From an optimization exercise on the open Yosys and OpenROAD flow, aimed at a short achievable clock period and few clock cycles; shortcuts taken in it are not production practice.
Function was checked by simulation only, so behaviour that the tests miss may differ from the original.
Power is estimated from default activity; no workload was simulated.

Design cpusim_core, start of the top module:
module cpusim_core (
    input  wire        clk,
    input  wire        rst,         
    output wire [15:0] mem_addr,
    output wire        mem_re,
    output wire        mem_we,
    output wire [15:0] mem_wdata,
    input  wire [15:0] mem_rdata
);
    localparam [2:0] OP_STORE  = 3'b000;
    localparam [2:0] OP_LOAD   = 3'b001;
    localparam [2:0] OP_SETLOW = 3'b010;   
    localparam [2:0] OP_SETTOP = 3'b011;   
    localparam [2:0] OP_COPY   = 3'b100;
    localparam [2:0] OP_ALU    = 3'b101;
    reg [15:0] pc;       
    reg [15:0] ir;       
    reg        v;        
    reg [15:0] r2, r3, r4, r5, r6, r7;
    reg [15:0] madr;     
    reg        we;       
    reg        re;       
    reg        pt;       
    reg        rd;       
    reg [15:0] raddr;
    reg        rj4;      
    reg [15:0] ag, ap;   
    reg        a_f, a_no;
    reg        a_e15;    
    reg        a_nm;
    reg [15:0] wdata;    
    reg [15:0] cv;       
    reg        cv4;      
    wire [2:0] op   = ir[2:0];
    wire [2:0] dst  = ir[8:6];
    wire [2:0] src  = ir[5:3];           
    reg d_ld, d_mem, d_slow, d_stop, d_copy, d_alu, d_jx, d_j4;
    reg fzx, fox, fsx, fzy, foy, fsy;    
  ...
clock: 7.0 ns
lec_check: 0
abc_area: 1
cap_margin: 20
core_margin: 2
core_utilization: 20
cts_cluster_diameter: 100
cts_cluster_size: 16
setup_slack_margin: 5
slew_margin: 20
synth_hierarchical: 1
run.sh (not shown) runs the stock make flow with config.mk's settings and CLKGATE_MAP_FILE= SYNTH_SCRIPT=/design/flow/synth_recipe.tcl, a recipe that flattens the netlist after the stock synthesis.
The first run finished with timing, DRC and antenna clean.
Testbench counts at the start, summed over its fixed seeds: cycles 38,464.
==> next run, changes <==
--- a/flow/config.mk
+++ b/flow/config.mk
@@ -9,7 +9,5 @@
 export CAP_MARGIN = 20
 export CORE_MARGIN = 2
-export CORE_UTILIZATION = 20
-export CTS_CLUSTER_DIAMETER = 100
-export CTS_CLUSTER_SIZE = 16
+export CORE_UTILIZATION = 25
 export SETUP_SLACK_MARGIN = 5
 export SLEW_MARGIN = 20
The new run passed the timing, design-rule and antenna checks.
Via count fell by 1.1%.
Power grows by 14%.
Worst setup slack degrades by 0.015 ns.
Routed wire length is lower by 4.2%.
Worst hold slack is better by 0.019 ns.
==> next run, changes <==
--- a/flow/config.mk
+++ b/flow/config.mk
@@ -10,4 +10,6 @@
 export CORE_MARGIN = 2
 export CORE_UTILIZATION = 25
+export CTS_CLUSTER_DIAMETER = 100
+export CTS_CLUSTER_SIZE = 16
 export SETUP_SLACK_MARGIN = 5
 export SLEW_MARGIN = 20
After rerunning: The changed run went through all stages and came out clean; cell area decreases slightly; count of clock-buffer cells in the layout goes down by 15; routed wire length rose slightly; via count is higher slightly; setup slack improves by 0.045 ns; register-to-register slack loses 0.14 ns; synthesized cell count is unchanged.

cpusim_core, a different RTL version from the one above (not shown whole).
Size in the first run: roughly 2300 cells after synthesis.
Settings: LEC_CHECK=0, ABC_AREA=1, CAP_MARGIN=20, CORE_MARGIN=2, CORE_UTILIZATION=25, SETUP_SLACK_MARGIN=4.5, SLEW_MARGIN=20, SYNTH_HIERARCHICAL=1; clock period 7.0 ns.
The first run passed the timing, design-rule and antenna checks.
Testbench counts at the start, summed over its fixed seeds: cycles 38,464.
Next try:
- CORE_UTILIZATION: 25 -> 60
The changed run produced a clean layout; register-to-register slack got worse by 0.04 ns; setup slack improved by 0.0044 ns; worst hold slack got worse by 0.014 ns; wire length goes up by about 3%; total power goes up by 1.5%; via count goes up by about 7%; global-route usage goes up by 25 points; count of clock-buffer cells in the layout goes down by 10; final cell count goes down by about 15%; sequential power barely changes.
Next try:
- CORE_UTILIZATION: 60 -> 25
- SETUP_SLACK_MARGIN: 4.5 -> 5
Outcome:
- The new run went through all stages and came out clean
- power is higher by 5.7%
- hold slack barely changes
- die area went up by 140%
- sequential power barely changes
- combinational power increases by 37%
- routed wire length came out higher by 8.6%
- register-to-register slack improved by 0.22 ns
- sequential cell count is unchanged
- synthesized cell count stays the same

-- afterwards: timing with drivers on the ports --
How much do the figures lean on ideal ports? The routed layouts below were timed once more, with nothing changed but the port constraints.
Step 1 (the two cells are an assumption about what drives the block):
set clk [get_ports {clk}]
set_driving_cell -lib_cell sky130_fd_sc_hd__clkbuf_16 $clk
set_driving_cell -lib_cell sky130_fd_sc_hd__buf_2 [delete_from_list [all_inputs] $clk]
Step 2 moves the port delays by t, midway between the first and last clock arrival at a register: inputs arrive t later, outputs are due t later. That takes back most of the time a late clock gives input paths.
Slacks: ideal / step 1 / step 2; pairs: ideal / step 1.
| run | t, ns | setup slack, ns | worst setup path at the end |
|---|---|---|---|
| the first run of note 1 | 0.581 | 4.578 / 4.524 / 3.987 | input to register |
| the second run of note 1 | 0.629 | 4.563 / 4.509 / 4.011 | input to register |
| the third run of note 1 | 0.585 | 4.608 / 4.555 / 4.051 | input to register |
| the first run of note 2 | 0.631 | 4.512 / 4.454 / 3.967 | input to register |
| the second run of note 2 | 0.619 | 4.517 / 4.483 / 3.930 | input to register |
| the third run of note 2 | 0.619 | 4.539 / 4.482 / 4.204 | input to register |
After both steps setup and hold are still met in every run listed. The setup slack of the first run of note 1, which loses most, moves by -0.054 ns with the drivers and by -0.591 ns with both steps.
